This design comes from an exercise in tuning for small area on the open sky130 flow, not from production work. The RTL was checked by simulation tests, not by an equivalence proof against the original design. Power figures rest on the tool's default switching activity, not on a simulated workload.

==> module tsb_report_engine, before the edit <==
module tsb_report_engine (
    input  wire       clk,
    input  wire       rst_n,        
    input  wire       fin_valid,
    output wire       fin_ready,
    input  wire [7:0] fin_data,
    input  wire       fin_req,      
    input  wire       fin_err,      
    output wire       out_valid,
    input  wire       out_ready,
    output wire [7:0] out_data,
    output wire       out_last
);
    reg  [159:0] ring;          
    reg  [19:0]  sring;         
    reg  [4:0]   pos;           
    reg  [7:0]   buf_q;         
    reg          full;          
    reg          sending;       
    reg  [2:0]   grp;
    reg  [2:0]   ob;
    reg  [4:0]   tip;
    reg  [2:0]   rec_left;
    reg  [2:0]   dropped;
    reg          rep;           
    reg  [1:0]   rev;
    wire scan_pend = (rev == 2'd1);
    wire scan_act  = (rev == 2'd2);
    wire scan_clr  = (rev == 2'd3);
    reg          carry;
    wire [7:0] head = ring[159:152];
    wire       at0  = (pos == 5'd0);
    wire       at19 = (pos == 5'd19);
    wire sbit    = sring[19] && !scan_clr;
    wire kbit    = scan_act && (pos[4:3] == 2'd0) && (pos[2:0] != 3'd1) && (pos[2:0] != 3'd7);
    wire cin     = carry && !at0;
    wire tn_slot = scan_act && pos[4];
    wire tn_bit  = !pos[1] ? rec_left[{1'b0, pos[0]}] : (pos[0] ? sending : rec_left[2]);
    wire ssum    = tn_slot ? tn_bit : (sbit ^ kbit ^ cin);
    wire scout   = (sbit & kbit) | (sbit & cin) | (kbit & cin);
    wire [7:0] scan_byte = {sring[0], sring[1], sring[2], sring[3],
                            sring[4], sring[5], sring[6], sring[7]};
    wire hdr     = (grp == 3'd7);
    wire in_body = !sending && (grp != 3'd6);
    wire busy    = (rev != 2'd0);
    wire [4:0] target = hdr ? {ob[1] & !ob[0], !ob[1] & ob[0], ob[1] & ob[0], 2'd0}
                            : {grp, ob[1:0]};
    wire match   = (pos == target);
    wire cid_ok  = ~&grp;
    wire is_last = rep ? (grp == 3'd4 && ob == 3'd3) : (grp == 3'd7 && ob == 3'd7);
    assign fin_ready = !sending && !full && !busy;
    assign out_valid = sending && full;
    assign out_data  = buf_q;
    assign out_last  = is_last;
    wire fin_hs   = fin_valid && fin_ready;
    wire out_hs   = out_valid && out_ready;
    wire hdr_hs   = fin_hs && !in_body;                  
    wire id_hs    = fin_hs && in_body && (ob == 3'd7);   
    wire crd_hs   = fin_hs && in_body && !ob[2] && cid_ok;  
    wire skip_hs  = fin_hs && in_body && (ob != 3'd7) && !(!ob[2] && cid_ok);
    wire rec_end  = fin_hs && in_body && (ob == 3'd6);
    wire id_ok    = (fin_data[3:0] < 4'd5);
    wire [3:0] hdr_count = fin_data[3:0];
    wire       hdr_ok    = !fin_err && fin_data[7] && (hdr_count <= 4'd5);
    wire       hdr_cor   = !fin_err && fin_data[7] && (hdr_count > 4'd5);
    wire [2:0] hdr_tn    = hdr_ok ? hdr_count[2:0] : 3'd0;
    wire [1:0] hdr_code  = fin_err ? 2'd3 : !fin_data[7] ? 2'd1 : 2'd2;
    wire frame_end = (hdr_hs && hdr_tn == 3'd0) || (rec_end && rec_left == 3'd1);
    wire wr       = in_body && full && match;
    wire need_ring = hdr ? (ob != 3'd0) : !ob[2];
    wire ld        = sending && !full && !busy && (!need_ring || match);
    wire grp_end   = out_hs && !is_last && (ob == 3'd3);
    reg  [7:0] pkt_byte;
    always @(*) begin
        if (hdr) begin
            case (ob)
            3'd7:    pkt_byte = {2'b00, dropped & {3{rep}}, rep, scan_byte[1:0] & {2{scan_byte[3]}}};
            3'd0:    pkt_byte = 8'd1;
            3'd3:    pkt_byte = {5'd0, scan_byte[2:0] & {3{!scan_byte[3]}}};
            default: pkt_byte = scan_byte;
            endcase
        end else begin
            case (ob)
            3'd6:    pkt_byte = {5'd0, grp};
            3'd7:    pkt_byte = {7'd0, tip[grp]};
            default: pkt_byte = head;
            endcase
        end
    end
    always @(posedge clk) begin
        ring  <= {ring[151:0], wr ? buf_q : scan_act ? 8'd0 : head};
        sring <= {sring[18:0], ssum};
        carry <= scout;
    end
    always @(posedge clk) begin
        pos[1:0] <= rst_n ? pos[1:0] + 2'd1 : 2'd0;
        if (!rst_n || at19)
            pos[4:2] <= 3'd0;
        else if (pos[1:0] == 2'd3)
            pos[4:2] <= pos[4:2] + 3'd1;
    end
    wire       drop_inc   = id_hs && !id_ok;
    wire [4:0] tip_set    = {5{wr}} & (5'b00001 << grp);
    wire [2:0] rec_borrow = {rec_end & !rec_left[1] & !rec_left[0],
                             rec_end & !rec_left[0], rec_end};
    wire       ob_adv     = skip_hs || wr || out_hs;
    wire [2:0] ob_carry   = {ob_adv & ob[1] & ob[0], ob_adv & ob[0], ob_adv};
    always @(posedge clk) begin
        rec_left <= hdr_hs ? (hdr_ok ? hdr_count[2:0] : {1'b0, hdr_code})
                           : (rec_left ^ rec_borrow);
        tip      <= {5{!hdr_hs}} & (tip | tip_set);
        dropped  <= {3{!hdr_hs}} & (dropped ^ {drop_inc & dropped[1] & dropped[0],
                                               drop_inc & dropped[0], drop_inc});
        ob       <= hdr_hs  ? 3'd7 :
                    id_hs   ? 3'd0 :
                    grp_end ? 3'd6 : (ob ^ ob_carry);
        if (hdr_hs) begin
            rep     <= fin_req && !hdr_cor;
        end
        if (crd_hs)
            buf_q <= fin_data;
        else if (ld)
            buf_q <= pkt_byte;
    end
    always @(posedge clk) begin
        if (!rst_n) begin
            sending   <= 1'b0;
            grp       <= 3'd6;
            full      <= 1'b0;
            rev       <= 2'd3;
        end else begin
            if (hdr_hs)
                rev <= 2'd1;
            else if (at19)
                rev <= scan_pend ? 2'd2 : 2'd0;
            if (hdr_hs || rec_end)
                grp <= 3'd7;
            else if (id_hs)
                grp <= id_ok ? fin_data[2:0] : 3'd7;
            else if (out_hs && is_last)
                grp <= 3'd6;
            else if (grp_end)
                grp <= grp + 3'd1;
            if (frame_end)
                sending <= 1'b1;
            else if (out_hs && is_last)
                sending <= 1'b0;
            if (crd_hs || ld)
                full <= 1'b1;
            else if (wr || out_hs)
                full <= 1'b0;
        end
    end
endmodule
export LEC_CHECK = 0
export ABC_AREA = 1
export CAP_MARGIN = 20
export CORE_MARGIN = 2
export CORE_UTILIZATION = 60
export SLEW_MARGIN = 20
create_clock -name core_clock -period 10.0 [get_ports {clk}]
standard.sh (not shown) runs the stock make flow with config.mk's settings and CLKGATE_MAP_FILE= SYNTH_SCRIPT=/design/flow/synth_recipe.tcl, a recipe that flattens the netlist after the stock synthesis.
==> flow/flow/run.sh <==
#!/bin/bash
# Standard ORFS layout (standard.sh) with these changes:
#   - synthesis: flow/synth.tcl, the standard synthesis with a stronger
#     area-oriented ABC script (flow/abc_area.script);
#   - a buf_1 on each port instead of clkdlybuf4s50_1;
#   - a clock tree of clkbuf_8 leaf buffers for clusters of up to 20
#     registers, without dummy loads.
# The make output goes to flow_make.log; ORFS's per-step logs stay under orfs/logs.
set -euo pipefail
work=$(pwd)
bash standard.sh \
  "OWN_WORK=$work" \
  "OWN_ABC_SCRIPT=$work/flow/abc_area.script" \
  "SYNTH_SCRIPT=$work/flow/synth.tcl" \
  "BUFFER_PORTS_ARGS=-buffer_cell sky130_fd_sc_hd__buf_1" \
  "CTS_ARGS=-sink_clustering_enable -repair_clock_nets -sink_clustering_size 20 -sink_clustering_max_diameter 60 -buf_list sky130_fd_sc_hd__clkbuf_8 -dont_use_dummy_load" \
  finish > flow_make.log 2>&1
==> flow/flow/abc_area.script <==
strash
dc2
&get -n
&deepsyn -T 60
&put
strash
&get -n
&dch -f
&nf -R 1000
&put
strash
&get -n
&dch -f
&nf -R 1000
&put
==> flow/flow/synth.tcl <==
# The standard synthesis (synth_recipe.tcl, sourced unchanged) with two
# changes to its combinational mapping only:
#   - ABC runs flow/abc_area.script instead of ORFS's abc_area.script;
#   - adders are left to ABC instead of being extracted into ha/fa cells.
# Flip-flop mapping, flattening and renaming are the standard ones, so the
# registers keep the standard synthesis's names and cell types.
proc extract_fa {args} { }
proc abc {args} {
  set i [lsearch -exact $args -script]
  if { $i >= 0 } {
    set args [lreplace $args $i [expr {$i + 1}] -script $::env(OWN_ABC_SCRIPT)]
  }
  yosys abc {*}$args
}
source $::env(OWN_WORK)/synth_recipe.tcl
Change:
--- a/flow/design.v
+++ b/flow/design.v
@@ -19,10 +19,11 @@
     reg          sending;       
     reg  [2:0]   grp;
     reg  [2:0]   ob;
     reg  [4:0]   tip;
-    reg  [2:0]   rec_left;
+    reg  [2:0]   rec_left;      
     reg  [2:0]   dropped;
+    reg  [1:0]   outcome;
     reg          rep;           
     reg  [1:0]   rev;
     wire scan_pend = (rev == 2'd1);
     wire scan_act  = (rev == 2'd2);
@@ -34,9 +35,9 @@
     wire sbit    = sring[19] && !scan_clr;
     wire kbit    = scan_act && (pos[4:3] == 2'd0) && (pos[2:0] != 3'd1) && (pos[2:0] != 3'd7);
     wire cin     = carry && !at0;
     wire tn_slot = scan_act && pos[4];
-    wire tn_bit  = !pos[1] ? rec_left[{1'b0, pos[0]}] : (pos[0] ? sending : rec_left[2]);
+    wire tn_bit  = !pos[1] ? rec_left[{1'b0, pos[0]}] : (!pos[0] && rec_left[2]);
     wire ssum    = tn_slot ? tn_bit : (sbit ^ kbit ^ cin);
     wire scout   = (sbit & kbit) | (sbit & cin) | (kbit & cin);
     wire [7:0] scan_byte = {sring[0], sring[1], sring[2], sring[3],
                             sring[4], sring[5], sring[6], sring[7]};
@@ -63,21 +64,20 @@
     wire [3:0] hdr_count = fin_data[3:0];
     wire       hdr_ok    = !fin_err && fin_data[7] && (hdr_count <= 4'd5);
     wire       hdr_cor   = !fin_err && fin_data[7] && (hdr_count > 4'd5);
     wire [2:0] hdr_tn    = hdr_ok ? hdr_count[2:0] : 3'd0;
-    wire [1:0] hdr_code  = fin_err ? 2'd3 : !fin_data[7] ? 2'd1 : 2'd2;
     wire frame_end = (hdr_hs && hdr_tn == 3'd0) || (rec_end && rec_left == 3'd1);
     wire wr       = in_body && full && match;
-    wire need_ring = hdr ? (ob != 3'd0) : !ob[2];
+    wire need_ring = hdr ? (ob[1] | ob[0]) : !ob[2];
     wire ld        = sending && !full && !busy && (!need_ring || match);
     wire grp_end   = out_hs && !is_last && (ob == 3'd3);
     reg  [7:0] pkt_byte;
     always @(*) begin
         if (hdr) begin
             case (ob)
-            3'd7:    pkt_byte = {2'b00, dropped & {3{rep}}, rep, scan_byte[1:0] & {2{scan_byte[3]}}};
+            3'd7:    pkt_byte = {2'b00, dropped, rep, outcome};
             3'd0:    pkt_byte = 8'd1;
-            3'd3:    pkt_byte = {5'd0, scan_byte[2:0] & {3{!scan_byte[3]}}};
+            3'd3:    pkt_byte = {4'd0, scan_byte[3:0]};
             default: pkt_byte = scan_byte;
             endcase
         end else begin
             case (ob)
@@ -92,30 +92,29 @@
         sring <= {sring[18:0], ssum};
         carry <= scout;
     end
     always @(posedge clk) begin
-        pos[1:0] <= rst_n ? pos[1:0] + 2'd1 : 2'd0;
         if (!rst_n || at19)
-            pos[4:2] <= 3'd0;
-        else if (pos[1:0] == 2'd3)
-            pos[4:2] <= pos[4:2] + 3'd1;
+            pos <= 5'd0;
+        else
+            pos <= pos + 5'd1;
     end
-    wire       drop_inc   = id_hs && !id_ok;
+    wire       drop_inc   = id_hs && !id_ok && rep;
     wire [4:0] tip_set    = {5{wr}} & (5'b00001 << grp);
     wire [2:0] rec_borrow = {rec_end & !rec_left[1] & !rec_left[0],
                              rec_end & !rec_left[0], rec_end};
     wire       ob_adv     = skip_hs || wr || out_hs;
     wire [2:0] ob_carry   = {ob_adv & ob[1] & ob[0], ob_adv & ob[0], ob_adv};
     always @(posedge clk) begin
-        rec_left <= hdr_hs ? (hdr_ok ? hdr_count[2:0] : {1'b0, hdr_code})
-                           : (rec_left ^ rec_borrow);
+        rec_left <= hdr_hs ? hdr_tn : (rec_left ^ rec_borrow);
         tip      <= {5{!hdr_hs}} & (tip | tip_set);
         dropped  <= {3{!hdr_hs}} & (dropped ^ {drop_inc & dropped[1] & dropped[0],
                                                drop_inc & dropped[0], drop_inc});
         ob       <= hdr_hs  ? 3'd7 :
                     id_hs   ? 3'd0 :
                     grp_end ? 3'd6 : (ob ^ ob_carry);
         if (hdr_hs) begin
+            outcome <= fin_err ? 2'd3 : !fin_data[7] ? 2'd1 : hdr_cor ? 2'd2 : 2'd0;
             rep     <= fin_req && !hdr_cor;
         end
         if (crd_hs)
             buf_q <= fin_data;
What happened:
- worst hold slack improves by 4.5 ps
- synthesized area is higher by about 2%
- total power fell by 2.5%
- critical path depth goes up by 2
- flip-flop and latch count goes up by 2

==> afterwards: timing with drivers on the ports <==
In the flow no input, the clock included, has a driving cell. The finished layouts below were timed again as built, in two steps. Step 1 assumes that a clkbuf_16 drives the clock port and a buf_2 every other input. Step 2 also shifts input and output timing later by t, the mid clock arrival at the registers, as if the neighbouring blocks saw the same clock. a / b / c = no drivers / after step 1 / after step 2; a / b = the first two.
run	t, ns	setup WS [ns]	worst setup path at the end	worst slew at a driven data input, ns	pins driven straight from the clock port
the first run	0.478	6.108 / 6.074 / 6.031	input to register	0.03	1
the second run	0.482	5.950 / 5.917 / 6.362	input to register	0.03	1
After both steps every run listed still meets setup and hold. The setup slack of the first run, which loses most, moves by -0.034 ns with the drivers and by -0.077 ns with both steps.
